From an optimization exercise on the open Yosys and OpenROAD flow, aimed at small area, a short achievable clock period and few clock cycles per item; shortcuts taken in it are not production practice. In this exercise RTL edits were held to simulation tests only and were not proved equivalent to the original. Power and IR drop assume default switching activity.

[flow/standard.sh]
#!/bin/bash
# synth_recipe.tcl (not shown) runs the flow's synth.tcl, then flattens the netlist and writes it again
# the make line also repeats each setting of config.mk as NAME=value (left out here)
make -C /OpenROAD-flow-scripts/flow DESIGN_CONFIG=/design/flow/config.mk WORK_HOME=/design/flow/orfs CLKGATE_MAP_FILE= SYNTH_SCRIPT=/design/flow/synth_recipe.tcl "${@:-finish}"
[flow/flow/abc_area.script]
strash
&get -n
&fraig -x
&put
scorr
dc2
strash
&get -n
&dc2
&synch2
&nf -R 1000
&put
buffer -c
topo
stime -c
upsize -c
dnsize -c
[flow/config.mk]
export PLATFORM = sky130hd
export DESIGN_NAME = bcu
export DESIGN_NICKNAME = bcu
export VERILOG_FILES = /design/flow/design.v
export SDC_FILE = /design/flow/constraint.sdc
export NUM_CORES = 8
export LEC_CHECK = 0
export ABC_AREA = 1
export CAP_MARGIN = 30
export CORE_MARGIN = 2
export CORE_UTILIZATION = 40
export CTS_BUF_LIST = sky130_fd_sc_hd__clkbuf_4
export SETUP_SLACK_MARGIN = 5
export SLEW_MARGIN = 20
export TNS_END_PERCENT = 0
[flow/constraint.sdc]
create_clock -name core_clock -period 12.0 [get_ports {clk}]
set_input_delay 2.4000 -clock core_clock [delete_from_list [all_inputs] [get_ports {clk}]]
set_output_delay 2.4000 -clock core_clock [all_outputs]
set_load 0.01 [all_outputs]
[flow/flow/run.sh]
#!/bin/bash
# Layout flow: the standard flow (standard.sh), except that
#  - synthesis maps the logic with the ABC script in flow/abc_area.script
#    (an area-oriented mapping) instead of ORFS's; the registers and every
#    other synthesis step are the standard synthesis's;
#  - the port buffers are sky130_fd_sc_hd__buf_1 (ORFS picks a delay cell);
set -euo pipefail
here=$(pwd)
rm -rf "$here/cs_scripts"
cp -r "$FLOW_HOME/scripts" "$here/cs_scripts"
cp "$here/flow/abc_area.script" "$here/cs_scripts/abc_area.script"
bash standard.sh SCRIPTS_DIR="$here/cs_scripts" ABC_AREA=1 synth > "$here/synth.log" 2>&1
bash standard.sh "BUFFER_PORTS_ARGS=-buffer_cell sky130_fd_sc_hd__buf_1" SETUP_SLACK_MARGIN=6.5 finish > "$here/layout.log" 2>&1
[flow/design.v]
module bcu (
    input  wire         clk,
    input  wire         rst,             
    input  wire         cmd_valid,
    output wire         cmd_ready,
    input  wire [127:0] cmd,
    output wire         rsp_valid,
    input  wire         rsp_ready,
    output wire [127:0] rsp
);
    localparam CAP = 32;
    localparam F_INVALID_ID = 4'd1, F_VALUE_RANGE = 4'd2, F_TRUNCATED = 4'd3, F_RESERVED_SIZE = 4'd4,
               F_WIDTH_RANGE = 4'd5, F_OVERFLOW = 4'd6, F_ILLEGAL = 4'd7, F_ADDR_RANGE = 4'd8;
    reg [255:0] mem;                     
    reg [5:0]   len;                     
    reg [31:0]  pos;                     
    reg [7:0]   ent_id;
    reg [2:0]   ent_size;
    reg [31:0]  ent_value;
    reg         ent_valid;               
    reg         rv;
    reg [3:0]   r_status;
    reg         r_ent;                   
    reg [2:0]   r_size;                  
    reg         r_tl;                    
    reg         r_pos;                   
    reg [1:0]   r_k;
    reg         r_xoff;                  
    reg [55:0]  r_x;                     
    function [5:0] width_of;
        input [2:0] c;
        case (c)
            3'd0: width_of = 6'd0;
            3'd1: width_of = 6'd1;
            3'd2: width_of = 6'd2;
            3'd3: width_of = 6'd4;
            3'd4: width_of = 6'd8;
            3'd5: width_of = 6'd16;
            default: width_of = 6'd32;
        endcase
    endfunction
    function [2:0] classify;
        input [31:0] v;
        if (v == 32'd0)              classify = 3'd0;
        else if (v[31:1] == 31'd0)   classify = 3'd1;
        else if (v[31:2] == 30'd0)   classify = 3'd2;
        else if (v[31:4] == 28'd0)   classify = 3'd3;
        else if (v[31:8] == 24'd0)   classify = 3'd4;
        else if (v[31:16] == 16'd0)  classify = 3'd5;
        else                         classify = 3'd6;
    endfunction
    function rd_ok;
        input       hi;
        input [7:0] lo;
        input [5:0] l;
        rd_ok = !hi && ({1'b0, lo[7:3]} + 6'd8 <= l);
    endfunction
    function [6:0] grown;
        input [7:0] lo;
        input [5:0] l;
        reg   [5:0] need;
        reg   [5:0] gap;
        begin
            need = {1'b0, lo[7:3]} + 6'd8;
            gap  = need - l;
            if (need <= l) grown = {1'b0, l};
            else           grown = {1'b0, l} + {1'b0, (gap + 6'd7) & 6'b111000};
        end
    endfunction
    assign rsp_valid = rv;
    wire        o_entv  = r_ent & ent_valid;
    wire [2:0]  o_size  = o_entv ? ent_size : (r_ent ? 3'd0 : r_size);
    wire [5:0]  o_tlen  = r_tl ? 6'd11 + width_of(o_size) : 6'd0;
    wire [7:0]  o_id    = o_entv ? ent_id : 8'd0;
    wire        o_valid = o_entv;
    wire [25:0] pos_hi1 = pos[31:6] + 26'd1;      
    wire [6:0]  o_plo   = {1'b0, pos[5:0]} + {3'd0, r_k[1], 1'b0, r_k[0], r_k[0]};
    wire [31:0] o_pos   = {o_plo[6] ? pos_hi1 : pos[31:6], o_plo[5:0]};
    wire [31:0] o_off   = r_pos ? o_pos : (r_xoff ? r_x[31:0] : 32'd0);
    wire [55:0] o_data  = r_xoff ? 56'd0 : o_entv ? {24'd0, ent_value} : r_ent ? 56'd0 : r_x;
    assign rsp = {8'd0, o_data, o_off, o_valid, 1'b0, o_tlen, 5'd0, o_size, o_id, 4'd0, r_status};
    wire [7:0]  c_op   = cmd[7:0];
    wire [15:0] c_a    = cmd[23:8];
    wire [31:0] c_off  = cmd[55:24];
    wire [7:0]  c_rsv  = cmd[63:56];
    wire [63:0] c_data = cmd[127:64];
    wire a_z = (c_a == 16'd0);
    wire o_z = (c_off == 32'd0);
    wire d_z = (c_data == 64'd0);
    wire op_cls  = (c_op == 8'h01);
    wire op_wid  = (c_op == 8'h02);
    wire op_rdf  = (c_op == 8'h03);
    wire op_wrf  = (c_op == 8'h04);
    wire op_dec  = (c_op == 8'h05);
    wire op_enc  = (c_op == 8'h06);
    wire op_setp = (c_op == 8'h07);
    wire op_gst  = (c_op == 8'h08);
    wire op_gent = (c_op == 8'h09);
    wire op_clr  = (c_op == 8'h0A);
    wire op_push = (c_op == 8'h0B);
    wire op_pad  = (c_op == 8'h0C);
    wire op_bget = (c_op == 8'h0D);
    wire legal = (c_rsv == 8'd0) && (
                 (op_cls  && a_z && o_z) ||
                 (op_wid  && o_z && d_z) ||
                 (op_rdf  && d_z) ||
                  op_wrf ||
                 (op_dec  && a_z && o_z && d_z) ||
                 (op_enc  && o_z) ||
                 (op_setp && a_z && d_z) ||
                 (op_gst  && a_z && o_z && d_z) ||
                 (op_gent && a_z && o_z && d_z) ||
                 (op_clr  && o_z && d_z) ||
                 (op_push && o_z && d_z) ||
                 (op_pad  && o_z && d_z) ||
                 (op_bget && a_z && d_z));
    wire [3:0] o4    = c_op[3:0];
    wire u_dec  = (o4 == 4'h5);
    wire u_enc  = (o4 == 4'h6);
    wire u_push = (o4 == 4'hB);
    wire u_rdf  = (o4 == 4'h3);
    wire u_wrf  = (o4 == 4'h4);
    wire u_clr  = (o4 == 4'hA);
    wire u_setp = (o4 == 4'h7);
    reg        t_p, t_l, t_o;            
    reg        t_rd;                     
    reg  [7:0] loff;                     
    reg        loff_v;                   
    wire unit_ok = (u_dec  & t_p & t_rd) | (u_enc & t_p & ~t_rd) | (u_push & t_l & ~t_rd) |
                   (u_rdf  & t_o & t_rd & loff_v) | (u_wrf & t_o & ~t_rd & loff_v) |
                   ~(u_dec | u_enc | u_push | u_rdf | u_wrf);
    assign cmd_ready = (~rv | rsp_ready) & (unit_ok | ~cmd_valid);
    wire   take      = cmd_valid & cmd_ready;
    always @(posedge clk) begin
        if (rst) begin
            t_p    <= 1'b1;
            t_l    <= 1'b0;
            t_o    <= 1'b0;
            t_rd   <= 1'b1;
            loff_v <= 1'b0;
        end else if (cmd_valid & ~unit_ok) begin
            t_p    <= u_dec | u_enc;
            t_l    <= u_push;
            t_o    <= u_rdf | u_wrf;
            t_rd   <= u_dec | u_rdf;
            loff_v <= u_rdf | u_wrf;
        end else if (take) begin
            if (u_clr | u_setp) begin
                t_p  <= 1'b1;
                t_l  <= 1'b0;
                t_o  <= 1'b0;
                t_rd <= u_setp;
            end
            loff_v <= 1'b0;
        end
    end
    always @(posedge clk) begin
        if (cmd_valid & ~unit_ok)
            loff <= c_off[7:0];
    end
    function [3:0] rowoh;
        input [4:0] b;
        input [2:0] j;
        reg   [3:0] h;                   
        reg         c;                   
        begin
            h = 4'd1 << b[4:3];
            case (j)
                3'd0: c = |b[2:0];
                3'd1: c = b[2] | b[1];
                3'd2: c = b[2] | (b[1] & b[0]);
                3'd3: c = b[2];
                3'd4: c = b[2] & (b[1] | b[0]);
                3'd5: c = b[2] & b[1];
                3'd6: c = &b[2:0];
                default: c = 1'b0;
            endcase
            rowoh = c ? {h[2:0], h[3]} : h;
        end
    endfunction
    genvar gj;
    wire [7:0] wo   = ({8{t_p}} & pos[7:0]) | ({8{t_l}} & {len[4:0], 3'b000}) |
                      ({8{t_o}} & loff);
    wire [4:0] wb   = wo[7:3];
    wire [5:0] amt  = wo[5:0];
    wire [3:0]  roh [0:7];
    wire [63:0] bankwin;                 
    generate
        for (gj = 0; gj < 8; gj = gj + 1) begin : g_bank
            assign roh[gj] = rowoh(wb, gj);
            assign bankwin[8*gj +: 8] = ({8{roh[gj][0]}} & mem[      8*gj +: 8]) |
                                        ({8{roh[gj][1]}} & mem[ 64 + 8*gj +: 8]) |
                                        ({8{roh[gj][2]}} & mem[128 + 8*gj +: 8]) |
                                        ({8{roh[gj][3]}} & mem[192 + 8*gj +: 8]);
        end
    endgenerate
    wire [63:0] brow = c_off[4:3] == 2'd0 ? mem[ 63:  0] :
                       c_off[4:3] == 2'd1 ? mem[127: 64] :
                       c_off[4:3] == 2'd2 ? mem[191:128] : mem[255:192];
    wire [7:0]  bget_byte = brow[8*c_off[2:0] +: 8];
    wire cz16 = |c_data[31:16];
    wire cz8  = |c_data[15:8];
    wire cz4  = |c_data[7:4];
    wire cz2  = |c_data[3:2];
    wire [6:0] ec;                       
    assign ec[6] = cz16;
    assign ec[5] = ~cz16 & cz8;
    assign ec[4] = ~cz16 & ~cz8 & cz4;
    assign ec[3] = ~cz16 & ~cz8 & ~cz4 & cz2;
    assign ec[2] = ~cz16 & ~cz8 & ~cz4 & ~cz2 & c_data[1];
    assign ec[1] = ~cz16 & ~cz8 & ~cz4 & ~cz2 & ~c_data[1] & c_data[0];
    assign ec[0] = ~cz16 & ~cz8 & ~cz4 & ~cz2 & ~c_data[1] & ~c_data[0];
    wire [2:0]  enc_c  = {ec[4] | ec[5] | ec[6], ec[2] | ec[3] | ec[6], ec[1] | ec[3] | ec[5]};
    wire [5:0]  enc_w  = width_of(enc_c);
    wire [55:0] wr_val = t_o ? c_data[55:0] :
                               {c_data[55:43], c_data[31:0], enc_c, c_a[7:0]};
    wire [63:0] wr_rev;
    wire [63:0] rot_in;
    wire [63:0] wr_rot;
    generate
        for (gj = 0; gj < 64; gj = gj + 1) begin : g_rev
            if (gj < 8) assign wr_rev[gj] = 1'b0;
            else        assign wr_rev[gj] = wr_val[63 - gj];
        end
    endgenerate
    assign rot_in = t_rd ? bankwin : wr_rev;
    wire [127:0] rot_sh = {rot_in, rot_in} >> amt;
    wire [63:0]  rot    = rot_sh[63:0];
    wire [63:0]  rd_win = rot;           
    generate
        for (gj = 0; gj < 64; gj = gj + 1) begin : g_wrot
            assign wr_rot[gj] = rot[63 - gj];
        end
    endgenerate
    wire [6:0] encw_e0 = {1'b0, pos[5:0]} + 7'd11;
    wire [6:0] encw_e1 = {1'b0, pos[5:0]} + 7'd12;
    wire [6:0] encw_e2 = {1'b0, pos[5:0]} + 7'd13;
    wire [6:0] encw_e3 = {1'b0, pos[5:0]} + 7'd15;
    wire [6:0] encw_e4 = {1'b0, pos[5:0]} + 7'd19;
    wire [6:0] encw_e5 = {1'b0, pos[5:0]} + 7'd27;
    wire [6:0] encw_e6 = {1'b0, pos[5:0]} + 7'd43;
    wire [6:0] encw_end = ({7{ec[0]}} & encw_e0) | ({7{ec[1]}} & encw_e1) |
                          ({7{ec[2]}} & encw_e2) | ({7{ec[3]}} & encw_e3) |
                          ({7{ec[4]}} & encw_e4) | ({7{ec[5]}} & encw_e5) |
                          ({7{ec[6]}} & encw_e6);
    wire [6:0] wrf_end  = {1'b0, loff[5:0]} + {1'b0, c_a[5:0]};
    wire [5:0] wr_end  = ({6{t_p}} & encw_end[5:0]) |
                         ({6{t_o}} & wrf_end[5:0]) |
                         ({6{t_l}} & {len[2:0] + 3'd1, 3'b000});
    wire       wr_wrap = (t_p & encw_end[6]) | (t_o & wrf_end[6]) | (t_l & (len[2:0] == 3'd7));
    wire [7:0] a_hi = 8'd1 << amt[5:3];
    wire [7:0] a_lo = 8'd1 << amt[2:0];
    wire [7:0] e_hi = 8'd1 << wr_end[5:3];
    wire [7:0] e_lo = 8'd1 << wr_end[2:0];
    wire [63:0] wr_mask;
    genvar gq, gb;
    generate
        for (gq = 0; gq < 8; gq = gq + 1) begin : g_mq
            for (gb = 0; gb < 8; gb = gb + 1) begin : g_mb
                wire ge = (|a_hi[gq:0] & ~a_hi[gq]) | (a_hi[gq] & |a_lo[gb:0]);
                wire lt = (|e_hi[7:gq] & ~e_hi[gq]) | (e_hi[gq] & ~|e_lo[gb:0]);
                assign wr_mask[8*gq + gb] = wr_wrap ? (ge | lt) : (ge & lt);
            end
        end
    endgenerate
    wire [8:0] p8lo  = {1'b0, pos[7:0]} + 9'd8;
    wire [8:0] p11lo = {1'b0, pos[7:0]} + 9'd11;
    wire hi_p0  = (pos[31:8]   != 24'd0);
    wire hi_p1  = hi_p0 | p8lo[8];
    wire hi_p2  = hi_p0 | p11lo[8];
    wire hi_off = (c_off[31:8] != 24'd0);
    wire ok_p0  = rd_ok(hi_p0,  pos[7:0],   len);
    wire ok_p1  = rd_ok(hi_p1,  p8lo[7:0],  len);
    wire ok_p2  = rd_ok(hi_p2,  p11lo[7:0], len);
    wire ok_off = rd_ok(hi_off, loff, len);       
    wire [6:0] gl_p2  = grown(p11lo[7:0], len);
    wire [6:0] gl_off = grown(loff, len);
    wire ovf_p2  = hi_p2  || (gl_p2  > CAP);
    wire ovf_off = hi_off || (gl_off > CAP);
    wire [7:0]  d_id = rd_win[7:0];
    wire [2:0]  d_sz = rd_win[10:8];
    reg  [31:0] d_vmask;
    always @* begin
        case (d_sz)
            3'd0: d_vmask = 32'h0000_0000;
            3'd1: d_vmask = 32'h0000_0001;
            3'd2: d_vmask = 32'h0000_0003;
            3'd3: d_vmask = 32'h0000_000F;
            3'd4: d_vmask = 32'h0000_00FF;
            3'd5: d_vmask = 32'h0000_FFFF;
            default: d_vmask = 32'hFFFF_FFFF;
        endcase
    end
    wire [31:0] d_val = rd_win[42:11] & d_vmask;
    wire [63:0] a_mask = (c_a[5:0] > 6'd56) ? 64'd0 : ((64'd1 << c_a[5:0]) - 64'd1);
    wire [55:0] rdf_val = rd_win[55:0] & a_mask[55:0];
    wire        wrf_big = ((c_data & ~a_mask) != 64'd0);
    wire        a_gt56  = (c_a > 16'd56);
    wire [6:0]  dc;                      
    generate
        for (gj = 0; gj < 7; gj = gj + 1) begin : g_dc
            assign dc[gj] = (d_sz == gj);
        end
    endgenerate
    wire [6:0]  ncls    = t_rd ? dc : ec;     
    wire [6:0]  pn_lo   = ({7{ncls[0]}} & encw_e0) | ({7{ncls[1]}} & encw_e1) |
                          ({7{ncls[2]}} & encw_e2) | ({7{ncls[3]}} & encw_e3) |
                          ({7{ncls[4]}} & encw_e4) | ({7{ncls[5]}} & encw_e5) |
                          ({7{ncls[6]}} & encw_e6);
    wire [31:0] pos_new = {pn_lo[6] ? pos_hi1 : pos[31:6], pn_lo[5:0]};
    reg         n_write;                 
    reg         n_clear;                 
    reg         n_len_we;
    reg [5:0]   n_len;
    reg         n_pos_we;
    reg [31:0]  n_pos;
    reg         n_ent_we;
    reg         n_ent_dec;               
    reg         n_ent_set;               
    reg [3:0]   n_status;
    reg         n_ent;
    reg [2:0]   n_size;
    reg         n_tl;
    reg         n_rpos;
    reg [1:0]   n_k;                     
    reg         n_xoff;
    reg [55:0]  n_x;
    always @* begin
        n_write   = 1'b0;
        n_clear   = 1'b0;
        n_len_we  = 1'b0;
        n_len     = len;
        n_pos_we  = 1'b0;
        n_pos     = pos_new;
        n_ent_we  = 1'b0;
        n_ent_dec = 1'b0;
        n_ent_set = 1'b0;
        n_status  = 4'd0;
        n_ent     = 1'b0;
        n_size    = 3'd0;
        n_tl      = 1'b0;
        n_rpos    = 1'b0;
        n_k       = 2'b00;
        n_xoff    = 1'b0;
        n_x       = 56'd0;
        if (!legal) begin
            n_status = F_ILLEGAL;
        end else if (op_cls) begin
            if (c_data[63:32] != 32'd0)
                n_status = F_VALUE_RANGE;
            else begin
                n_size = enc_c;
                n_tl   = 1'b1;
                n_x    = {50'd0, enc_w};
            end
        end else if (op_wid) begin
            if (c_a >= 16'd7) begin
                n_status = F_RESERVED_SIZE;
                n_xoff   = 1'b1;
                n_x      = {40'd0, c_a};
            end else begin
                n_size = c_a[2:0];
                n_tl   = 1'b1;
                n_x    = {50'd0, width_of(c_a[2:0])};
            end
        end else if (op_rdf) begin
            if (a_gt56) begin
                n_status = F_WIDTH_RANGE;
                n_xoff   = 1'b1;
                n_x      = {40'd0, c_a};
            end else if (!ok_off) begin
                n_status = F_TRUNCATED;
                n_xoff   = 1'b1;
                n_x      = {24'd0, c_off};
            end else
                n_x = rdf_val;
        end else if (op_wrf) begin
            if (a_gt56) begin
                n_status = F_WIDTH_RANGE;
                n_xoff   = 1'b1;
                n_x      = {40'd0, c_a};
            end else if (wrf_big)
                n_status = F_VALUE_RANGE;
            else if (ovf_off) begin
                n_status = F_OVERFLOW;
                n_xoff   = 1'b1;
                n_x      = {24'd0, c_off};
            end else begin
                n_write  = 1'b1;
                n_len_we = 1'b1;
                n_len    = gl_off[5:0];
            end
        end else if (op_dec) begin
            if (!ok_p0) begin
                n_status = F_TRUNCATED;
                n_rpos   = 1'b1;
            end else if (d_id == 8'd0) begin
                n_ent_we = 1'b1;                 
                n_ent    = 1'b1;
                n_tl     = 1'b1;
                n_rpos   = 1'b1;
                n_k      = 2'b11;
            end else if (!ok_p1) begin
                n_status = F_TRUNCATED;
                n_rpos   = 1'b1;
                n_k      = 2'b10;
            end else if (d_sz == 3'd7) begin
                n_status = F_RESERVED_SIZE;
                n_rpos   = 1'b1;
                n_k      = 2'b10;
            end else if (!ok_p2) begin
                n_status = F_TRUNCATED;
                n_rpos   = 1'b1;
                n_k      = 2'b11;
            end else begin
                n_ent_we  = 1'b1;
                n_ent_dec = 1'b1;
                n_ent_set = 1'b1;
                n_pos_we  = 1'b1;
                n_ent     = 1'b1;
                n_tl      = 1'b1;
                n_rpos    = 1'b1;
            end
        end else if (op_enc) begin
            if (c_a == 16'd0 || c_a > 16'd255) begin
                n_status = F_INVALID_ID;
                n_xoff   = 1'b1;
                n_x      = {40'd0, c_a};
            end else if (c_data[63:32] != 32'd0)
                n_status = F_VALUE_RANGE;
            else if (ovf_p2) begin
                n_status = F_OVERFLOW;
                n_rpos   = 1'b1;
            end else begin
                n_write   = 1'b1;
                n_len_we  = 1'b1;
                n_len     = gl_p2[5:0];
                n_ent_we  = 1'b1;
                n_ent_set = 1'b1;
                n_pos_we  = 1'b1;
                n_ent     = 1'b1;
                n_tl      = 1'b1;
                n_rpos    = 1'b1;
            end
        end else if (op_setp) begin
            n_pos_we = 1'b1;
            n_pos    = c_off;
        end else if (op_gst) begin
            n_rpos = 1'b1;
            n_x    = {50'd0, len};
        end else if (op_gent) begin
            n_ent = 1'b1;
            n_tl  = 1'b1;
        end else if (op_clr) begin
            if (c_a > CAP)
                n_status = F_OVERFLOW;
            else begin
                n_clear  = 1'b1;
                n_len_we = 1'b1;
                n_len    = c_a[5:0];
                n_pos_we = 1'b1;
                n_pos    = 32'd0;
                n_ent_we = 1'b1;
            end
        end else if (op_push) begin
            if (c_a > 16'd255)
                n_status = F_VALUE_RANGE;
            else if (len == CAP)
                n_status = F_OVERFLOW;
            else begin
                n_write  = 1'b1;
                n_len_we = 1'b1;
                n_len    = len + 6'd1;
            end
        end else if (op_pad) begin
            if (c_a[15:6] != 10'd0 || ({1'b0, len} + {1'b0, c_a[5:0]}) > 7'd32)
                n_status = F_OVERFLOW;
            else begin
                n_len_we = 1'b1;
                n_len    = len + c_a[5:0];
            end
        end else begin                   
            if (c_off[31:6] != 26'd0 || c_off[5:0] >= len) begin
                n_status = F_ADDR_RANGE;
                n_xoff   = 1'b1;
                n_x      = {24'd0, c_off};
            end else
                n_x = {48'd0, bget_byte};
        end
    end
    wire w_wrf    = op_wrf  & ~a_gt56 & ~wrf_big & ~ovf_off;
    wire w_enc    = op_enc  & ~a_z & (c_a[15:8] == 8'd0) & (c_data[63:32] == 32'd0) & ~ovf_p2;
    wire w_push   = op_push & (c_a[15:8] == 8'd0) & (len != CAP);
    wire do_write = take & legal & (w_wrf | w_enc | w_push);
    wire do_clear = rst | (take & n_clear);
    wire [63:0] wr_merged = do_clear ? 64'd0 : ((wr_rot & wr_mask) | (bankwin & ~wr_mask));
    genvar gr;
    generate
        for (gr = 0; gr < 4; gr = gr + 1) begin : g_row
            for (gj = 0; gj < 8; gj = gj + 1) begin : g_col
                wire hit = do_clear | (do_write & roh[gj][gr]);
                always @(posedge clk) begin
                    if (hit)
                        mem[64*gr + 8*gj +: 8] <= wr_merged[8*gj +: 8];
                end
            end
        end
    endgenerate
    always @(posedge clk) begin
        if (rst) begin
            rv        <= 1'b0;
            len       <= 6'd8;
            pos       <= 32'd0;
            ent_valid <= 1'b0;
        end else begin
            if (take) begin
                rv <= 1'b1;
                if (n_len_we) len <= n_len;
                if (n_pos_we) pos <= n_pos;
                if (n_ent_we) ent_valid <= n_ent_set;
            end else if (rsp_ready)
                rv <= 1'b0;
        end
    end
    always @(posedge clk) begin
        if (take && n_ent_set) begin
            if (n_ent_dec) begin
                ent_id    <= d_id;
                ent_size  <= d_sz;
                ent_value <= d_val;
            end else begin
                ent_id    <= c_a[7:0];
                ent_size  <= enc_c;
                ent_value <= c_data[31:0];
            end
        end
    end
    always @(posedge clk) begin
        if (take) begin
            r_status <= n_status;
            r_ent    <= n_ent;
            r_size   <= n_size;
            r_tl     <= n_tl;
            r_pos    <= n_rpos;
            r_k      <= n_k;
            r_xoff   <= n_xoff;
            r_x      <= n_x;
        end
    end
endmodule
==> results of run 1 <==
flip-flops by register name, summed over array words and instances, names as in the netlist:
name and flops:
t_rd 1, ent_size 3, ent_value 32, r_ent 1, loff_v 1, rv 1
r_xoff 1, r_pos 1, pos 32, t_o 1, len 6, mem 256
r_tl 1, r_x 56, loff 8, t_l 1, ent_id 8, t_p 1
r_status 4, r_size 3, ent_valid 1, r_k 2
final timing paths:
check	to	slack [ns]
setup / recovery	mem[216]	5.74
hold / removal	loff_v	0.47
setup reg to reg	pos[22]	5.78
hold reg to reg	loff_v	0.47
metrics by stage:
stage               hold WS, ns  cell area [um2]  util [%]  setup slack, ns
finish                    0.471            41800      48.3             5.74
global route              0.512            41800      48.3             5.62
CTS                       0.472            40300      46.7             5.80
detailed placement        0.463            37000      42.8             3.33
global placement          0.448            36900      42.7             3.22
floorplan                 0.436            35100         -             5.40
worst min-delay path: cells and delay by family, from the launching register on:
family	cells	cell delay (ns)
flip-flops	1	0.32
AO/OA/AOI/OAI	1	0.06
AND/OR/NAND/NOR	1	0.05
cells by family after synthesis:
| family | after synthesis | share of synthesized area, % |
|---|---|---|
| flops | 421 | 35.0 |
| buf+inv | 389 | 4.84 |
| xor+xnor | 79 | 2.13 |
| simple gates | 1498 | 19.2 |
| compound gates | 1409 | 26.4 |
| mux | 219 | 7.92 |
| fa+ha+maj | 126 | 4.53 |
| other cells | 1 | 0.0108 |
per-layer routing:
metal,up-vias,wire length (um),global-route usage [%]
li1,16200,-,-
met1,18600,69100,50.9
met2,3288,80800,60.7
met3,862,26400,13.7
met4,15,15900,26.1
met5,-,129,0
placed cells by master, fill, tap and decap left out, types with 33 or more instances in the layout:
cell type / netlist / final
a31oi_1: 42 / 41
o21ai_0: 347 / 302
buf_1: 41 / 217
o21ai_1: 32 / 53
buf_4: 28 / 208
dfxtp_1: 45 / 33
a21oi_1: 363 / 327
nor2_1: 535 / 502
nor3_1: 55 / 50
a21oi_2: 13 / 43
inv_1: 78 / 74
nand2_1: 521 / 480
a22o_1: 89 / 87
clkbuf_4: 0 / 169
a22oi_1: 111 / 101
a221oi_1: 46 / 36
edfxtp_1: 376 / 376
a211oi_1: 53 / 44
xnor2_1: 40 / 37
and2_1: 46 / 40
xor2_1: 34 / 33
nand3_1: 102 / 93
nor2b_1: 43 / 38
mux2i_1: 155 / 144
mux4_2: 43 / 43
ha_1: 86 / 83
a21o_1: 51 / 51
timing repair:
item / CTS / global route
gates resized for setup: 265 / 206
endpoints found under the setup margin: 731 / 733
cloned: 4 / 6
setup buffers: 82 / 51
hold buffers: 0 / 0
pin swaps: 49 / 56
layout make-up:
| cell class | count | area (um2) | area share (%) |
|---|---|---|---|
| antenna | 9 | 22.5 | 0.0539 |
| clock buffer | 166 | 1250 | 2.98 |
| clock inverter | 43 | 270 | 0.647 |
| inverter | 81 | 313 | 0.749 |
| multi-input combinational | 3353 | 22900 | 54.9 |
| sequential | 421 | 12200 | 29.3 |
| tap | 1155 | 1450 | 3.46 |
| timing repair buffer | 499 | 3330 | 7.96 |
report_power, final:
part	leakage (nW)	internal (mW)	total [mW]	switching, mW
Clock	0.899	0.703	1.38	0.675
Combinational	10.5	0.478	1.58	1.11
Sequential	4.12	1.74	1.83	0.0909
==> impl_metrics.py, run 1 <==
metrics = {
    "drt": {
        "vias_per_cell": 6.81,
        "wl_per_cell_um": 33.6,
        "ant_nets": 0,
        "drc": 0,
        "drt-initial-drc-count": 6571,
        "vias": 39000,
        "firstDrtPassIters": 8,
        "wl_mm": 192,
    },
    "grt": {
        "gr-total-overflow": 0,
        "grt_pass1_vias": 35500,
        "antenna_found_initial": 19,
        "grt_pass1_wl_mm": 264,
        "grt.total_usage_pct": 40.9,
        "grt_start_max_net_pins": 73,
    },
    "placement": {
        "placed_cells": 5359,
        "place.gp.congestion": 1.08,
        "hpwl_mm": 140,
        "port-buffer-count": 243,
    },
    "worst_setup_path": {
        "worstPathCellList": "buf_1 > buf_4 > inv_4 > nand2_1 > nor2_1 > a22o_1 > nand2_1 > a221oi_1 > nand4_1 > nor4_2 > nand3_1 > a211o_4 > nor3_4 > a211o_1 > buf_12 > nand2_8 > buf_12 > o31ai_4 > buf_4",
        "crit_required_ns": 12.73,
        "cpLargestDelayFamily": "simple AND/OR/NAND/NOR gates",
        "crit_cells": 19,
        "setup.worst_path.start_class": "primary input",
        "r2r-start": "loff[5]",
        "startpoint": "cmd[9]",
        "path_class": "primary input to flop",
        "cp.arrival_ns": 6.99,
        "slowest_stage": "nor2_1",
        "worstSetupEndpointType": "flop",
        "path_max_fanout": 17,
        "ff2ff_path_depth": 27,
        "critical_path_buf_inv_count": 6,
        "slowest_delay_ns": 0.70,
    },
    "synthesis": {
        "synth_edf_count": 376,
        "yosys.area.top_type": "edfxtp_1",
        "seq_area_frac_synth_pct": 35.0,
        "syn_avg_cell_area_um2": 8.40,
        "syn_inst": 4142,
        "synth_area_um2": 34800,
        "synth-seq-cells": 421,
        "synth_top_cells_by_area": "edfxtp_1 32%, nor2_1 5.8%, nand2_1 5.6%",
        "synth_ff_type": "edfxtp_1",
        "yosysMostFrequentCell": "nor2_1",
        "ys_types": 103,
        "ys_async_sr_fraction_pct": 0,
        "synth_top_area_share_pct": 32.4,
        "ys_top_cells_by_count": "535 x nor2_1, 521 x nand2_1, 376 x edfxtp_1",
        "yosys_warnings": 1,
    },
    "clocking": {
        "cts_num_sinks": 421,
        "clk_pin_slew_ns": 0.07,
        "root_buffer": "clkbuf_4",
        "cts_tree": "built",
        "htree_levels": 3,
        "cts_buffer_depth": 3,
        "insertion_delay_ns": 1.06,
        "cts_buffers": 117,
    },
    "sta": {
        "slew_viol_final": 0,
        "post-route-period-util_pct": 52.2,
        "fin_setup_tns_ns": 0,
        "max_freq_ghz": 0.160,
        "tightest_slew_ns": 1.19,
        "setup_viol": 0,
        "final_hold_viol_count": 0,
        "min_period_ns": 6.26,
        "skew_ns": 0.114,
        "slew_headroom_pct": 20.3,
        "rsz0062_at_grt": "yes",
    },
    "power_and_ir_drop": {
        "peakVddDrop_mv": 0.0873,
        "p_total_mw": 4.79,
        "power_density_nw_per_um2": 115,
        "p_leak_nw": 15.6,
    },
    "min_path": {
        "worstHoldStart": "loff_v",
        "hold_path.class": "flop to flop",
        "hold_depth": 2,
    },
    "layout": {
        "drive_gt1_share_pct": 20.2,
        "fillers": 8521,
        "areaGrowthSynthToFinish_pct": 20.0,
        "final_net_count": 4701,
        "layout.cells.non_filler": 5727,
    },
    "floorplan": {
        "die_h_um": 299,
        "boundaryPins": 262,
        "row_count": 108,
        "core_area_um2": 86500,
        "dieArea_um2": 89400,
        "dieWidth_um": 299,
        "start_util_pct": 40.2,
    },
    "flow_run": {
        "drv_cap": 0,
    },
    "status": {
        "status": "finished clean",
    },
}
Testbench counts, summed over its fixed seeds: cycles 8,118, commands 8,046.
==> inputs of run 2 (changes only) <==
==> flow/flow/abc_area.script (replaced) <==
strash
&get -n
&fraig -x
&put
scorr
dc2
strash
&get -n
&dc2
&synch2
&nf
&put
buffer -c
topo
stime -c
upsize -c
dnsize -c
==> run 2 against run 1 <==
Still clean on timing, DRC and antenna. Global-route usage grew 0.69 points. Largest cell class unchanged. Die area up 4.1%. Combinational power is 8% higher. Register-to-register slack got worse by 0.11 ns.
==> impl_metrics.py, run 2 <==
metrics = {
    "sta": {
        "rsz0062_at_grt": "yes",
        "tightest_slew_ns": 1.05,
        "post-route-period-util_pct": 53.6,
        "slew_viol_final": 0,
        "skew_ns": 0.0692,
        "final_hold_viol_count": 0,
        "fin_setup_tns_ns": 0,
        "slew_headroom_pct": 27.8,
        "setup_viol": 0,
        "max_freq_ghz": 0.155,
        "min_period_ns": 6.44,
    },
    "power_and_ir_drop": {
        "power_density_nw_per_um2": 114,
        "p_leak_nw": 16.0,
        "peakVddDrop_mv": 0.0921,
        "p_total_mw": 4.96,
    },
    "drt": {
        "drc": 0,
        "ant_nets": 0,
        "wl_per_cell_um": 35.1,
        "firstDrtPassIters": 8,
        "drt-initial-drc-count": 7056,
        "vias_per_cell": 7.00,
        "vias": 40000,
        "wl_mm": 201,
    },
    "grt": {
        "grt_start_max_net_pins": 64,
        "grt.total_usage_pct": 41.6,
        "grt_pass1_wl_mm": 279,
        "antenna_found_initial": 20,
        "grt_pass1_vias": 37000,
        "gr-total-overflow": 0,
    },
    "worst_setup_path": {
        "cp.arrival_ns": 7.31,
        "crit_required_ns": 12.88,
        "startpoint": "cmd[92]",
        "setup.worst_path.start_class": "primary input",
        "worstPathCellList": "buf_1 > nor2b_1 > a211oi_1 > a41oi_2 > mux4_2 > mux2_2 > mux2_2 > mux2_2 > mux2_4 > a41oi_4 > o32ai_1 > nor3_4 > buf_12 > a21oi_4 > buf_12 > a22oi_1 > a2bb2oi_1 > nor2_1",
        "crit_top_cell": "mux2_2",
        "slowest_stage": "a211oi_1",
        "worstSetupEndpointType": "flop",
        "path_max_fanout": 13,
        "path_class": "primary input to flop",
        "ff2ff_path_depth": 23,
        "slowest_delay_ns": 0.91,
        "r2r-start": "t_l",
    },
    "layout": {
        "largestRegisters": "mem (256), r_x (56)",
        "areaGrowthSynthToFinish_pct": 20.4,
        "final_net_count": 4661,
        "layout_commonest_cell": "nand2_1",
        "top_register": "mem",
        "largest_reg_flops": 256,
        "layout_common_cells": "410 x nand2_1, 380 x nor2_1, 376 x edfxtp_1, 295 x o21ai_0, 269 x a21oi_1",
        "drive_gt1_share_pct": 21.6,
    },
    "clocking": {
        "cts_buffers": 115,
        "cts_tree": "built",
        "cts_buffer_depth": 3,
        "cts_num_sinks": 421,
        "clk_pin_slew_ns": 0.06,
        "htree_levels": 3,
        "root_buffer": "clkbuf_4",
        "insertion_delay_ns": 1.04,
    },
    "synthesis": {
        "synth-seq-cells": 421,
        "yosysMostFrequentCell": "nand2_1",
        "synth_top_cells_by_area": "edfxtp_1 31%, mux4_2 6.1%, o21ai_0 4.7%",
        "syn_inst": 4144,
        "synth_ff_type": "edfxtp_1",
        "synth_top_area_share_pct": 31.1,
        "yosys_warnings": 1,
        "yosys.area.top_type": "edfxtp_1",
        "seq_area_frac_synth_pct": 33.6,
        "syn_avg_cell_area_um2": 8.75,
        "ys_async_sr_fraction_pct": 0,
        "synth_edf_count": 376,
        "ys_top_cells_by_count": "434 x nand2_1, 409 x nor2_1, 376 x edfxtp_1",
        "ys_types": 105,
        "synth_area_um2": 36300,
    },
    "floorplan": {
        "dieArea_um2": 93100,
        "core_area_um2": 89900,
        "row_count": 110,
        "dieWidth_um": 305,
        "boundaryPins": 262,
        "die_h_um": 305,
        "start_util_pct": 40.4,
    },
    "min_path": {
        "hold_depth": 2,
        "hold_path.class": "flop to flop",
        "worstHoldStart": "loff_v",
    },
    "status": {
        "status": "finished clean",
    },
    "placement": {
        "port-buffer-count": 243,
        "place.gp.congestion": 1.05,
        "hpwl_mm": 147,
    },
    "flow_run": {
        "drv_cap": 0,
    },
}
run 2: repair_timing:
action                                  CTS  global route
gates cloned                             12             5
hold buffers                              0             0
setup buffers                            69            41
pin swaps                                43            42
endpoints found under the setup margin  731           716
gates resized for setup                 298           149
run 2: cells by family (layout without fill, tap and decap cells):
logic type,after synthesis,count (layout),share of synthesized area (%)
adder cells (fa/ha/maj),129,129,4.43
flip-flops,421,421,33.6
XOR/XNOR,75,75,1.81
multiplexers,297,297,11.8
other,1,26,0.0103
AND/OR/NAND/NOR,1330,1331,16.8
AO/OA/AOI/OAI,1433,1435,26.5
buffers and inverters,458,826,5.12
run 2: routing by layer:
| layer | wire length, um | global-route usage (%) | up-vias | part of all wire [%] |
|---|---|---|---|---|
| met5 | 174 | 0 | - | 0.087 |
| met4 | 18300 | 30.4 | 26 | 9.1 |
| met3 | 27300 | 14.0 | 889 | 14 |
| met2 | 83200 | 60.4 | 3414 | 41 |
| met1 | 71900 | 51.3 | 19100 | 36 |
| li1 | - | - | 16500 | - |
run 2: worst paths after layout:
path,to,slack [ns]
worst max-delay path,pos[29],5.56
worst min-delay path,loff_v,0.45
worst max register to register,pos[29],5.67
worst min register to register,loff_v,0.45
run 2: final cells by class:
class | instances | area, um2
fill | 8711 | 46200
multi-input combinational | 3285 | 24400
sequential | 421 | 12200
timing repair buffer | 505 | 3540
tap | 1176 | 1470
clock buffer | 167 | 1250
inverter | 105 | 403
clock inverter | 49 | 337
antenna | 8 | 20.0
run 2: metrics by stage:
| stage | cells | area, um2 | setup WS, ns | hold WS [ns] | utilization, % |
|---|---|---|---|---|---|
| CTS | 5658 | 42500 | 5.82 | 0.457 | 47.3 |
| detailed placement | 5361 | 38700 | 3.16 | 0.449 | 43.0 |
| finish | 5716 | 43700 | 5.56 | 0.455 | 48.6 |
| global route | 5710 | 43600 | 5.63 | 0.500 | 48.6 |
| floorplan | 4161 | 36600 | 5.64 | 0.436 | - |
| global placement | 5346 | 38500 | 3.11 | 0.447 | 42.9 |
run 2: critical path: cells and delay by family:
kind                   cells  cell delay (ns)
AND/OR/NAND/NOR            3             0.50
buffers and inverters      3             0.53
multiplexers               5             1.84
AO/OA/AOI/OAI              7             2.02
run 2: power breakdown:
part | internal, mW | switching (mW) | total, mW | leakage, nW
clock | 0.734 | 0.675 | 1.41 | 0.943
combinational | 0.538 | 1.16 | 1.70 | 10.9
sequential | 1.75 | 0.107 | 1.85 | 4.12
total | 3.02 | 1.94 | 4.96 | 16.0
==> inputs of run 3 (changes only) <==
==> flow/flow/abc_area.script (replaced) <==
strash
&get -n
&fraig -x
&put
scorr
dc2
strash
&get -n
&dc2
&synch2
&nf -R 1000
&put
buffer -c
topo
stime -c
upsize -c
dnsize -c
--- a/flow/config.mk
+++ b/flow/config.mk
@@ -8,7 +8,7 @@
 export ABC_AREA = 1
 export CAP_MARGIN = 30
 export CORE_MARGIN = 2
-export CORE_UTILIZATION = 40
+export CORE_UTILIZATION = 45
 export CTS_BUF_LIST = sky130_fd_sc_hd__clkbuf_4
 export SETUP_SLACK_MARGIN = 5
 export SLEW_MARGIN = 20
==> run 3 against run 2 <==
Clock-buffer cell count is 13 lower. Wire length is 7.6% lower. Flip-flop and latch count stayed put. Combinational power is about 10% lower. Sequential share of layout area is 2.0 points higher.
==> impl_metrics.py, run 3 <==
metrics = {
    "status": {
        "status": "finished clean",
    },
    "sta": {
        "post-route-worst-setup-slack_ns": 5.64,
        "setup_viol": 0,
        "final_hold_viol_count": 0,
        "post-route-period-util_pct": 53.0,
        "skew_ns": 0.0940,
        "tightest_slew_ns": 1.13,
        "rsz0062_at_grt": "yes",
        "holdWs_ns": 0.469,
        "slew_headroom_pct": 24.5,
        "slew_viol_final": 0,
        "min_period_ns": 6.36,
        "max_freq_ghz": 0.157,
        "fin_setup_tns_ns": 0,
    },
    "layout": {
        "stdcell_area_um2": 40800,
        "final_net_count": 4667,
        "drive_gt1_share_pct": 17.8,
        "top_register": "mem",
        "utilization_pct": 53.5,
        "largestRegisters": "mem (256), r_x (56)",
        "layout_common_cells": "512 x nor2_1, 500 x nand2_1, 376 x edfxtp_1, 345 x a21oi_1, 320 x o21ai_0",
        "layout_commonest_cell": "nor2_1",
        "areaGrowthSynthToFinish_pct": 17.2,
        "layout.cells.non_filler": 5582,
        "largest_reg_flops": 256,
    },
    "synthesis": {
        "synth_top_area_share_pct": 32.4,
        "ys_async_sr_fraction_pct": 0,
        "ys_types": 103,
        "synth_edf_count": 376,
        "synth_area_um2": 34800,
        "syn_avg_cell_area_um2": 8.40,
        "seq_area_frac_synth_pct": 35.0,
        "synth_ff_type": "edfxtp_1",
        "yosys_warnings": 1,
        "ys_top_cells_by_count": "535 x nor2_1, 521 x nand2_1, 376 x edfxtp_1",
        "yosys.area.top_type": "edfxtp_1",
        "synth_top_cells_by_area": "edfxtp_1 32%, nor2_1 5.8%, nand2_1 5.6%",
        "synth-seq-cells": 421,
        "yosysMostFrequentCell": "nor2_1",
        "syn_inst": 4142,
    },
    "min_path": {
        "worstHoldEndpoint": "loff_v",
        "worstHoldStart": "loff_v",
        "hold_depth": 2,
        "hold_path.class": "flop to flop",
    },
    "worst_setup_path": {
        "worstPathCellList": "buf_1 > nor4_4 > and2_4 > nand2_4 > nor4_4 > buf_4 > buf_4 > buf_4 > nand2_1 > nor2_1 > o41ai_2 > and3_2 > buf_6 > nor2_1 > nand2_1 > o21ai_0 > o21ai_0 > mux2_2 > nor2_1",
        "r2r_slack_ns": 5.78,
        "path_class": "primary input to flop",
        "crit_required_ns": 12.65,
        "path_max_fanout": 56,
        "ff2ff_path_depth": 29,
        "worstSetupEndpointType": "flop",
        "slowest_stage": "o41ai_2",
        "r2r-start": "t_p",
        "setup.worst_path.start_class": "primary input",
        "cp.arrival_ns": 7.01,
        "reg2reg_to": "pos[6]",
        "slowest_delay_ns": 0.63,
    },
    "drt": {
        "drt-initial-drc-count": 6433,
        "drc": 0,
        "ant_nets": 0,
        "wl_mm": 186,
        "vias": 38500,
        "vias_per_cell": 6.90,
        "firstDrtPassIters": 9,
        "wl_per_cell_um": 33.3,
    },
    "clocking": {
        "cts_tree": "built",
        "clk_pin_slew_ns": 0.07,
        "insertion_delay_ns": 0.99,
        "htree_levels": 3,
        "root_buffer": "clkbuf_4",
        "cts_buffers": 114,
        "cts_hold_buf": 0,
        "cts_buffer_depth": 3,
        "cts_num_sinks": 421,
    },
    "placement": {
        "place.gp.congestion": 1.09,
        "place_ws_ns": 3.30,
        "port-buffer-count": 243,
        "hpwl_mm": 138,
        "placed_cells": 5243,
        "place_area_um2": 36900,
    },
    "grt": {
        "grt_start_max_net_pins": 72,
        "grt_pass1_wl_mm": 258,
        "grt.total_usage_pct": 45.2,
        "gr-total-overflow": 0,
        "antenna_found_initial": 24,
        "grt_pass1_vias": 35100,
    },
    "floorplan": {
        "dieWidth_um": 282,
        "core_area_um2": 76200,
        "start_util_pct": 45.7,
        "row_count": 101,
        "boundaryPins": 262,
        "die_h_um": 282,
        "dieArea_um2": 79600,
    },
    "power_and_ir_drop": {
        "power_density_nw_per_um2": 115,
        "p_leak_nw": 15.2,
        "p_total_mw": 4.68,
        "peakVddDrop_mv": 0.0966,
    },
    "flow_run": {
        "drv_cap": 0,
    },
}
run 3: layout make-up:
class / instances / area (um2)
fillers: 7369 / 35400
multi-input cells: 3352 / 22500
flip-flops and latches: 421 / 12200
repair buffers: 469 / 2970
well taps: 1030 / 1290
clock buffers: 154 / 1160
clock inverters: 56 / 317
inverters: 81 / 310
diodes: 19 / 47.5
run 3: where the power goes:
| part | total [mW] | switching [mW] | internal (mW) |
|---|---|---|---|
| Clock | 1.33 | 0.678 | 0.648 |
| Sequential | 1.83 | 0.0861 | 1.74 |
| Combinational | 1.53 | 1.07 | 0.459 |
run 3: worst max-delay path: cells and delay by family:
kind                   cells  cell delay [ns]
and+or+nand+nor           10             1.69
buffers and inverters      5             1.26
AOI/OAI and AO/OA          3             1.17
muxes                      1             0.40
run 3: kinds of logic (layout without fill, tap and decap cells):
logic type | Yosys count | in the layout | synth area share, %
fa+ha+maj | 126 | 126 | 4.53
compound gates | 1409 | 1409 | 26.4
simple gates | 1498 | 1501 | 19.2
flops | 421 | 421 | 35.0
buf+inv | 389 | 760 | 4.84
mux | 219 | 219 | 7.92
xor+xnor | 79 | 79 | 2.13
other cells | 1 | 37 | 0.0108
run 3: how the worst max path moves through the flow:
| stage | end | slack [ns] | from |
|---|---|---|---|
| finish | mem[8] | 5.64 | cmd[78] |
| global route | mem[74] | 5.63 | cmd[10] |
| CTS | cmd_ready | 5.80 | cmd[2] |
| detailed placement | pos[29] | 3.30 | cmd[91] |
| global placement | ent_value[25] | 3.32 | cmd[91] |
| floorplan | mem[100] | 5.40 | cmd[12] |
run 3: what timing repair did:
action | CTS | global route
cloned | 4 | 2
resized for setup | 225 | 103
pin swaps | 45 | 35
setup endpoints to repair | 731 | 731
setup buffers | 78 | 23
run 3: layer usage:
metal | routed length [um] | up-vias | share of wire (%) | track usage (%)
met2 | 76900 | 3211 | 41 | 66.9
li1 | - | 16200 | - | -
met1 | 67700 | 18300 | 36 | 56.6
met5 | 124 | - | 0.067 | 0
met3 | 23900 | 816 | 13 | 13.0
met4 | 17000 | 18 | 9.1 | 32.4
==> inputs of run 4 (changes only) <==
--- a/flow/config.mk
+++ b/flow/config.mk
@@ -8,7 +8,7 @@
 export ABC_AREA = 1
 export CAP_MARGIN = 30
 export CORE_MARGIN = 2
-export CORE_UTILIZATION = 45
+export CORE_UTILIZATION = 52
 export CTS_BUF_LIST = sky130_fd_sc_hd__clkbuf_4
 export SETUP_SLACK_MARGIN = 5
 export SLEW_MARGIN = 20
==> run 4 against run 3 <==
Still clean on timing, DRC and antenna. Synthesized area unchanged. Sequential power about the same. Sequential share of layout area decreased by 0.67 points. First-iteration DRC count increased by 10%. Hold slack got worse by 0.0034 ns. Synthesized cell count unchanged. Flip-flop and latch count unchanged. Fmax decreased by 1.1%. Clock power about the same. Wire length increased by 0.61%. Critical endpoint is now r_x[3].
==> impl_metrics.py, run 4 <==
metrics = {
    "status": {
        "status": "finished clean",
    },
    "drt": {
        "firstDrtPassIters": 9,
        "drt-initial-drc-count": 7091,
        "drc": 0,
        "vias_per_cell": 7.33,
        "wl_per_cell_um": 34.3,
        "vias": 39900,
        "ant_nets": 0,
        "wl_mm": 187,
    },
    "worst_setup_path": {
        "worstSetupEndpointType": "flop",
        "path_max_fanout": 33,
        "crit_required_ns": 12.64,
        "setup.worst_path.start_class": "primary input",
        "cp.arrival_ns": 7.07,
        "path_class": "primary input to flop",
    },
    "clocking": {
        "cts_hold_buf": 0,
        "clk_pin_slew_ns": 0.08,
        "cts_buffers": 109,
        "cts_buffer_depth": 3,
        "htree_levels": 3,
        "root_buffer": "clkbuf_4",
        "cts_tree": "built",
        "cts_num_sinks": 421,
        "insertion_delay_ns": 0.97,
    },
    "sta": {
        "post-route-period-util_pct": 53.6,
        "slew_headroom_pct": 19.5,
        "setup_viol": 0,
        "skew_ns": 0.0967,
        "final_hold_viol_count": 0,
        "fin_setup_tns_ns": 0,
        "tightest_slew_ns": 1.21,
        "max_freq_ghz": 0.156,
        "min_period_ns": 6.43,
        "holdWs_ns": 0.466,
        "slew_viol_final": 0,
        "rsz0062_at_grt": "yes",
    },
    "power_and_ir_drop": {
        "power_density_nw_per_um2": 114,
        "p_seq_share_pct": 38.4,
        "power_frac_comb_pct": 33.7,
        "p_sw_share_pct": 39.2,
        "peakVddDrop_mv": 0.133,
        "p_clk_share_pct": 27.9,
        "p_leak_nw": 15.7,
        "p_sw_mw": 1.86,
        "intPower_mw": 2.90,
    },
    "synthesis": {
        "ys_async_sr_fraction_pct": 0,
        "seq_area_frac_synth_pct": 35.0,
        "syn_avg_cell_area_um2": 8.40,
        "synth_area_um2": 34800,
        "ys_types": 103,
        "synth_edf_count": 376,
        "synth_top_area_share_pct": 32.4,
        "syn_inst": 4142,
        "synth_ff_type": "edfxtp_1",
        "ys_top_cells_by_count": "535 x nor2_1, 521 x nand2_1, 376 x edfxtp_1",
        "synth_top_cells_by_area": "edfxtp_1 32%, nor2_1 5.8%, nand2_1 5.6%",
        "yosys_warnings": 1,
        "yosys.area.top_type": "edfxtp_1",
        "yosysMostFrequentCell": "nor2_1",
        "synth-seq-cells": 421,
    },
    "grt": {
        "grt_start_max_net_pins": 74,
        "gr-total-overflow": 0,
        "grt_pass1_vias": 35600,
        "antenna_found_initial": 23,
        "grt.total_usage_pct": 50.7,
        "grt_pass1_wl_mm": 255,
    },
    "min_path": {
        "hold_path.class": "flop to flop",
    },
    "floorplan": {
        "core_area_um2": 66000,
        "boundaryPins": 262,
        "die_h_um": 263,
        "start_util_pct": 52.8,
        "dieWidth_um": 263,
        "dieArea_um2": 69000,
        "row_count": 94,
    },
    "layout": {
        "largest_reg_flops": 256,
        "utilization_pct": 63.2,
        "layout_common_cells": "507 x nor2_1, 485 x nand2_1, 376 x edfxtp_1, 326 x a21oi_1, 322 x o21ai_0",
        "drive_gt1_share_pct": 20.4,
        "areaGrowthSynthToFinish_pct": 19.9,
        "largestRegisters": "mem (256), r_x (56)",
        "top_register": "mem",
        "layout_commonest_cell": "nor2_1",
        "final_net_count": 4704,
    },
    "flow_run": {
        "drv_cap": 0,
    },
    "placement": {
        "hpwl_mm": 132,
        "port-buffer-count": 243,
        "place.gp.congestion": 1.10,
    },
}
-- run 4: path summary, 6_finish.rpt --
check / from / slack (ns) / to / cells after the start
setup / recovery: cmd[27] / 5.57 / r_x[3] / 13
hold / removal: loff_v / 0.47 / loff_v / 2
setup reg to reg: len[4] / 5.75 / pos[25] / 27
hold reg to reg: loff_v / 0.47 / loff_v / 2
-- run 4: cell type report --
class                   count  area [um2]
flip-flops and latches    421       12200
clock inverters            51         340
well taps                 864        1080
diodes                     18        45.0
repair buffers            506        3680
inverters                  81         334
multi-input cells        3357       22900
fillers                  5811       24300
clock buffers             147        1100
-- run 4: cell families (layout without fill, tap and decap cells) --
kind of cell / count (synthesis) / after routing / share of synthesized area, %
multiplexers: 219 / 219 / 7.92
adder cells (fa/ha/maj): 126 / 126 / 4.53
buffers and inverters: 389 / 785 / 4.84
flip-flops: 421 / 421 / 35.0
AO/OA/AOI/OAI: 1409 / 1411 / 26.4
AND/OR/NAND/NOR: 1498 / 1504 / 19.2
other: 1 / 36 / 0.0108
XOR/XNOR: 79 / 79 / 2.13
-- run 4: metrics by stage --
step,instance area [um2],power [mW],setup slack [ns],cells
global placement,36500,3.16,2.94,5056
finish,41700,4.76,5.57,5445
CTS,39900,4.55,5.81,5349
global route,41700,4.84,5.66,5429
detailed placement,36600,3.17,2.97,5065
floorplan,35100,2.56,5.40,4159
-- run 4: repair_timing --
| action | CTS | global route |
|---|---|---|
| pin swaps | 54 | 109 |
| hold endpoints to repair | 0 | 0 |
| endpoints found under the setup margin | 731 | 726 |
| setup buffers | 81 | 62 |
| cloned | 5 | 12 |
| resized for setup | 243 | 259 |
-- run 4: power by group through the flow --
stage | Clock, mW | Combinational [mW] | Sequential (mW)
4_1_cts | 1.32 | 1.41 | 1.82
6_report | 1.33 | 1.60 | 1.83
5_1_grt | 1.39 | 1.62 | 1.83
3_5_place_dp | 0 | 1.32 | 1.85
2_1_floorplan | 0 | 0.758 | 1.81
3_3_place_gp | 0 | 1.31 | 1.85
-- run 4: critical path, stage by stage --
cell	delay, ns
buf_1	0.07
buf_4	0.35
nand2b_4	0.42
buf_6	0.42
mux4_2	0.63
a211oi_1	0.28
o221ai_1	0.56
o21ai_0	0.48
o21ai_0	0.28
a221oi_1	0.41
o21ai_0	0.18
a31oi_1	0.39
o22ai_1	0.15
-- run 4: per-layer routing --
layer / part of all wire, % / track usage (%) / vias to the layer above
li1: - / - / 16200
met5: 0.078 / 0 / -
met2: 41 / 75.0 / 3965
met4: 10 / 37.6 / 20
met3: 15 / 17.5 / 1100
met1: 33 / 61.2 / 18600
==> inputs of run 5 (changes only) <==
--- a/flow/design.v
+++ b/flow/design.v
@@ -152,6 +152,8 @@
                 t_rd <= u_setp;
             end
             loff_v <= 1'b0;
+        end else if (!cmd_valid) begin
+            loff_v <= 1'b0;              
         end
     end
     always @(posedge clk) begin
--- a/flow/config.mk
+++ b/flow/config.mk
@@ -8,7 +8,7 @@
 export ABC_AREA = 1
 export CAP_MARGIN = 30
 export CORE_MARGIN = 2
-export CORE_UTILIZATION = 52
+export CORE_UTILIZATION = 45
 export CTS_BUF_LIST = sky130_fd_sc_hd__clkbuf_4
 export SETUP_SLACK_MARGIN = 5
 export SLEW_MARGIN = 20
==> run 5 against run 4 <==
Fmax rose by 0.39%. Sequential power barely moved. Register-to-register slack got worse by 0.11 ns. Combinational power fell by 18%. Still clean.
==> impl_metrics.py, run 5 <==
metrics = {
    "grt": {
        "grt_pass1_vias": 35300,
        "gr-total-overflow": 0,
        "antenna_found_initial": 17,
        "grt_pass1_wl_mm": 256,
        "grt.total_usage_pct": 44.8,
        "grt_start_max_net_pins": 89,
    },
    "power_and_ir_drop": {
        "p_leak_nw": 15.5,
        "p_total_mw": 4.46,
        "peakVddDrop_mv": 0.0991,
        "power_density_nw_per_um2": 107,
    },
    "synthesis": {
        "synthSimpleGateAreaFrac_pct": 19.2,
        "synth_top_family_by_area": "compound AO/OA/AOI/OAI gates",
        "syn_avg_cell_area_um2": 8.38,
        "yosys.area.top_type": "edfxtp_1",
        "synthMuxAreaShare_pct": 7.06,
        "yosys_warnings": 1,
        "ys_types": 103,
        "synth_ff_type": "edfxtp_1",
        "synth_fa_ha_area_share_pct": 4.22,
        "synth_compound_area_share_pct": 27.6,
        "synth_edf_count": 376,
        "yosysMostFrequentCell": "nand2_1",
        "syn_inst": 4178,
        "synth_xor_area_share_pct": 2.07,
        "ys_top_cells_by_count": "530 x nand2_1, 500 x nor2_1, 412 x a21oi_1",
        "synth_top_cells_by_area": "edfxtp_1 32%, a21oi_1 5.9%, nand2_1 5.7%",
        "synth_top_area_share_pct": 32.3,
        "synth_area_um2": 35000,
        "synth-seq-cells": 421,
        "ys_async_sr_fraction_pct": 0,
        "seq_area_frac_synth_pct": 34.8,
    },
    "sta": {
        "final_hold_viol_count": 0,
        "setup_viol": 0,
        "fin_setup_tns_ns": 0,
        "tightest_slew_ns": 1.18,
        "slew_viol_final": 0,
        "rsz0062_at_grt": "yes",
        "post-route-worst-setup-slack_ns": 5.60,
        "slew_headroom_pct": 19.4,
        "skew_ns": 0.0576,
        "max_freq_ghz": 0.156,
        "holdWs_ns": 0.514,
        "post-route-period-util_pct": 53.4,
        "min_period_ns": 6.40,
    },
    "layout": {
        "layout_commonest_cell": "nand2_1",
        "top_register": "mem",
        "largest_reg_flops": 256,
        "layout_common_cells": "505 x nand2_1, 467 x nor2_1, 394 x a21oi_1, 376 x edfxtp_1, 301 x o21ai_0",
        "final_net_count": 4748,
        "areaGrowthSynthToFinish_pct": 19.4,
        "largestRegisters": "mem (256), r_x (56)",
        "fillers": 7461,
        "drive_gt1_share_pct": 20.7,
    },
    "worst_setup_path": {
        "crit_required_ns": 12.62,
        "r2r_slack_ns": 5.64,
        "setup.worst_path.start_class": "primary input",
        "worstSetupEndpointType": "flop",
        "path_class": "primary input to flop",
        "cp.arrival_ns": 7.02,
        "reg2reg_to": "pos[9]",
        "path_max_fanout": 53,
        "r2r-start": "pos[7]",
        "ff2ff_path_depth": 31,
    },
    "floorplan": {
        "dieArea_um2": 80000,
        "boundaryPins": 262,
        "row_count": 102,
        "die_h_um": 283,
        "start_util_pct": 45.3,
        "dieWidth_um": 283,
        "core_area_um2": 77200,
    },
    "drt": {
        "firstDrtPassIters": 10,
        "drc": 0,
        "drt-initial-drc-count": 6460,
        "ant_nets": 0,
        "wl_per_cell_um": 32.3,
        "wl_mm": 183,
        "vias_per_cell": 6.78,
        "vias": 38400,
    },
    "clocking": {
        "clk_pin_slew_ns": 0.06,
        "cts_tree": "built",
        "cts_hold_buf": 0,
        "cts_buffers": 111,
        "root_buffer": "clkbuf_4",
        "insertion_delay_ns": 0.97,
        "htree_levels": 3,
        "cts_buffer_depth": 3,
        "cts_num_sinks": 421,
    },
    "placement": {
        "hpwl_mm": 135,
        "port-buffer-count": 243,
        "place.gp.congestion": 1.06,
        "place_ws_ns": 3.05,
    },
    "min_path": {
        "hold_depth": 2,
        "worstHoldEndpoint": "loff_v",
        "hold_path.class": "flop to flop",
        "worstHoldStart": "loff_v",
    },
    "status": {
        "status": "finished clean",
    },
    "flow_run": {
        "drv_cap": 0,
    },
}
## run 5: cell types whose count changed after synthesis, sizes merged, moves of 19 or more
cell   previous run  this run
mux2i           155       123
o21ai           385       443
a21oi           377       426
a22o             89        69
nand3           103        63
xor2             34        15
nor3             56        79
## run 5: routing by layer
| layer | global-route usage (%) | part of all wire, % | vias to the layer above |
|---|---|---|---|
| met1 | 54.9 | 36 | 18200 |
| li1 | - | - | 16300 |
| met4 | 33.4 | 9.5 | 12 |
| met5 | 0.549 | 0.054 | - |
| met2 | 66.7 | 42 | 3010 |
| met3 | 13.4 | 13 | 840 |
## run 5: area by class of cell
| type | count | area [um2] | area share [%] |
|---|---|---|---|
| multi-input cells | 3379 | 22900 | 54.7 |
| repair buffers | 509 | 3510 | 8.41 |
| repair inverters | 3 | 22.5 | 0.0539 |
| diodes | 10 | 25.0 | 0.0599 |
| flip-flops and latches | 421 | 12200 | 29.2 |
| clock inverters | 64 | 384 | 0.919 |
| inverters | 95 | 378 | 0.904 |
| well taps | 1040 | 1300 | 3.11 |
| clock buffers | 144 | 1080 | 2.59 |
## run 5: logic make-up (layout without fill, tap and decap cells)
| logic type | after synthesis | count (layout) |
|---|---|---|
| AOI/OAI and AO/OA | 1488 | 1488 |
| xor gates and xnor gates | 75 | 75 |
| adders and majority gates | 116 | 116 |
| buffers and inverters | 399 | 815 |
| DFF | 421 | 421 |
| muxes | 194 | 194 |
| other | 1 | 28 |
| and+or+nand+nor | 1484 | 1488 |
## run 5: power by group
part / internal, mW / total [mW] / switching [mW]
logic: 0.414 / 1.32 / 0.906
clock network: 0.640 / 1.32 / 0.675
registers: 1.73 / 1.82 / 0.0946
## run 5: critical path: stages
cell and delay, ns:
buf_2 0.08, buf_4 0.25, buf_4 0.65, nand2_1 0.81, o221ai_1 0.43, a21oi_1 0.07, or3_1 0.54, a31oi_1 0.57
o21ai_0 0.22, a221oi_1 0.28, o21ai_0 0.21, a21oi_1 0.30, o22ai_1 0.16
## run 5: timing repair
action	in CTS	in global routing
endpoints found under the setup margin	733	726
buffers inserted	111	35
resized for setup	307	97
pin swaps	67	46
cloned	11	0
## run 5: metrics by stage
step / util [%] / cells / area [um2]
6_report: 54.1 / 5665 / 41800
3_3_place_gp: 48.0 / 5272 / 37000
3_5_place_dp: 48.1 / 5283 / 37100
2_1_floorplan: - / 4195 / 35400
4_1_cts: 53.2 / 5613 / 41100
5_1_grt: 54.1 / 5657 / 41800
## run 5: worst max path at each step
stage / from / to / slack (ns)
after floorplan: cmd[80] / ent_id[0] / 5.13
after global placement: cmd[10] / mem[250] / 3.19
after detailed placement: cmd[10] / mem[250] / 3.05
final: cmd[24] / r_x[0] / 5.60
after CTS: cmd[88] / pos[11] / 5.93
after global routing: cmd[86] / ent_value[10] / 5.50
Testbench counts of run 5, summed over its fixed seeds: cycles 8,118, commands 8,046.
==> inputs of run 6 (changes only) <==
--- a/flow/flow/run.sh
+++ b/flow/flow/run.sh
@@ -10,4 +10,4 @@
 cp -r "$FLOW_HOME/scripts" "$here/cs_scripts"
 cp "$here/flow/abc_area.script" "$here/cs_scripts/abc_area.script"
 bash standard.sh SCRIPTS_DIR="$here/cs_scripts" ABC_AREA=1 synth > "$here/synth.log" 2>&1
-bash standard.sh "BUFFER_PORTS_ARGS=-buffer_cell sky130_fd_sc_hd__buf_1" SETUP_SLACK_MARGIN=6.5 finish > "$here/layout.log" 2>&1
+bash standard.sh "BUFFER_PORTS_ARGS=-buffer_cell sky130_fd_sc_hd__buf_1" SETUP_SLACK_MARGIN=5.8 finish > "$here/layout.log" 2>&1
==> run 6 against run 5 <==
Still clean. Fmax down 1.3%. Register-to-register slack about the same. Non-clock buffer count down 23. Hold slack worse by 0.0026 ns. Utilization down 0.43 points. Clock skew up 0.017 ns. Flip-flop and latch count unchanged. Final area down 0.80%.
==> impl_metrics.py, run 6 <==
metrics = {
    "power_and_ir_drop": {
        "power_density_nw_per_um2": 107,
        "intPower_mw": 2.78,
        "p_clk_share_pct": 29.5,
        "p_sw_mw": 1.67,
        "p_seq_share_pct": 40.9,
        "power_frac_comb_pct": 29.6,
        "p_sw_share_pct": 37.5,
        "p_leak_nw": 15.3,
    },
    "floorplan": {
        "start_util_pct": 45.3,
        "row_count": 102,
        "core_area_um2": 77200,
        "dieWidth_um": 283,
        "die_h_um": 283,
    },
    "flow_run": {
        "drv_cap": 0,
    },
    "synthesis": {
        "yosys_warnings": 1,
        "seq_area_frac_synth_pct": 34.8,
        "yosysMostFrequentCell": "nand2_1",
        "synth_edf_count": 376,
        "synth_xor_area_share_pct": 2.07,
        "synth-seq-cells": 421,
        "syn_inst": 4178,
        "synthMuxAreaShare_pct": 7.06,
        "ys_async_sr_fraction_pct": 0,
        "ys_types": 103,
        "yosys.area.top_type": "edfxtp_1",
        "synth_top_area_share_pct": 32.3,
    },
    "sta": {
        "max_freq_ghz": 0.154,
        "tightest_slew_ns": 1.15,
        "setup_viol": 0,
        "final_hold_viol_count": 0,
        "holdWs_ns": 0.512,
        "rsz0062_at_grt": "yes",
        "fin_setup_tns_ns": 0,
        "min_period_ns": 6.49,
    },
    "layout": {
        "layout_commonest_cell": "nand2_1",
        "largestRegisters": "mem (256), r_x (56)",
        "areaGrowthSynthToFinish_pct": 18.5,
        "layout_common_cells": "506 x nand2_1, 468 x nor2_1, 393 x a21oi_1, 376 x edfxtp_1, 298 x o21ai_0",
        "fillers": 7500,
        "multiInputGateArea_um2": 22800,
        "final_net_count": 4725,
    },
    "worst_setup_path": {
        "slowest_stage": "or3_4",
        "setup.worst_path.start_class": "primary input",
        "ff2ff_path_depth": 28,
        "reg2reg_to": "ent_value[9]",
        "path_max_fanout": 7,
        "cp.arrival_ns": 7.28,
        "r2r_slack_ns": 5.63,
        "crit_required_ns": 12.80,
    },
    "drt": {
        "wl_per_cell_um": 32.2,
        "ant_nets": 0,
        "vias": 38300,
        "vias_per_cell": 6.79,
        "wl_mm": 182,
        "drt-initial-drc-count": 6370,
    },
    "grt": {
        "grt_pass1_vias": 34700,
        "grt.total_usage_pct": 44.0,
        "grt_pass1_wl_mm": 252,
        "grt_start_max_net_pins": 89,
        "antenna_found_initial": 10,
    },
    "clocking": {
        "cts_num_sinks": 421,
        "cts_tree": "built",
        "root_buffer": "clkbuf_4",
        "cts_buffer_depth": 3,
    },
    "min_path": {
        "worstHoldStart": "loff_v",
        "hold_depth": 2,
        "hold_path.class": "flop to flop",
        "worstHoldEndpoint": "loff_v",
    },
    "placement": {
        "place.gp.congestion": 1.06,
        "hpwl_mm": 135,
    },
    "status": {
        "status": "finished clean",
    },
}
## run 6: cell counts after synthesis
No cell type changed its count.
## run 6: worst max path at each step
stage / cells after the start / slack, ns / start / end
floorplan: 26 / 5.13 / cmd[80] / ent_id[0]
global placement: 25 / 3.19 / cmd[10] / mem[250]
detailed placement: 25 / 3.05 / cmd[10] / mem[250]
CTS: 36 / 5.61 / cmd[88] / pos[12]
global route: 32 / 5.34 / cmd[93] / pos[3]
finish: 32 / 5.51 / cmd[93] / pos[3]
## run 6: power by group through the flow
| stage | combinational (mW) | sequential, mW | clock [mW] |
|---|---|---|---|
| 2_1_floorplan | 0.651 | 1.79 | 0 |
| 3_3_place_gp | 1.11 | 1.84 | 0 |
| 3_5_place_dp | 1.12 | 1.84 | 0 |
| 4_1_cts | 1.17 | 1.81 | 1.33 |
| 5_1_grt | 1.35 | 1.82 | 1.41 |
| 6_report | 1.32 | 1.82 | 1.31 |
## run 6: critical path, delay by kind of cell
kind | cells | cell delay, ns
and+or+nand+nor | 16 | 2.38
muxes | 2 | 0.42
AOI/OAI and AO/OA | 9 | 1.40
buffers and inverters | 5 | 0.64
## run 6: metal layers
layer | global-route usage [%] | up-vias | part of all wire (%)
li1 | - | 16300 | -
met1 | 55.0 | 18000 | 36
met2 | 65.9 | 3153 | 42
met3 | 11.3 | 860 | 12
met4 | 32.0 | 2 | 9.8
met5 | 0 | - | 0.0044
## run 6: cell families after synthesis
logic type | after synthesis
flops | 421
other cells | 1
compound gates | 1488
buf+inv | 399
mux | 194
xor+xnor | 75
simple gates | 1484
fa+ha+maj | 116
## run 6: layout make-up
cell class	count	share of cell area, %
diodes	8	0.0483
repair inverters	3	0.0543
inverters	95	0.899
clock inverters	64	0.926
well taps	1040	3.14
clock buffers	144	2.61
flip-flops and latches	421	29.5
repair buffers	486	7.93
multi-input cells	3379	54.9
## run 6: repair_timing
| action | CTS | global route |
|---|---|---|
| pin swaps | 40 | 57 |
| buffers inserted | 72 | 55 |
| hold buffers | 0 | 0 |
| gates resized for setup | 159 | 227 |
| cloned | 9 | 2 |
| endpoints found under the setup margin | 696 | 676 |
| endpoints found under the hold margin | 0 | 0 |
## run 6: stage by stage
| step | util [%] | instance area [um2] | setup WS (ns) | total power [mW] | instances |
|---|---|---|---|---|---|
| finish | 53.7 | 41500 | 5.51 | 4.45 | 5640 |
| detailed placement | 48.1 | 37100 | 3.05 | 2.96 | 5283 |
| global placement | 48.0 | 37000 | 3.19 | 2.96 | 5272 |
| global route | 53.7 | 41500 | 5.34 | 4.58 | 5633 |
| CTS | 51.9 | 40100 | 5.61 | 4.31 | 5572 |
| floorplan | - | 35400 | 5.13 | 2.44 | 4195 |

Setup slack of run 6, layout unchanged: 5.515 ns with ideal ports, 5.545 ns with driving cells assumed (clock clkbuf_16, inputs buf_2), 4.531 ns with port delays also shifted by the 1.014 ns mid clock arrival.
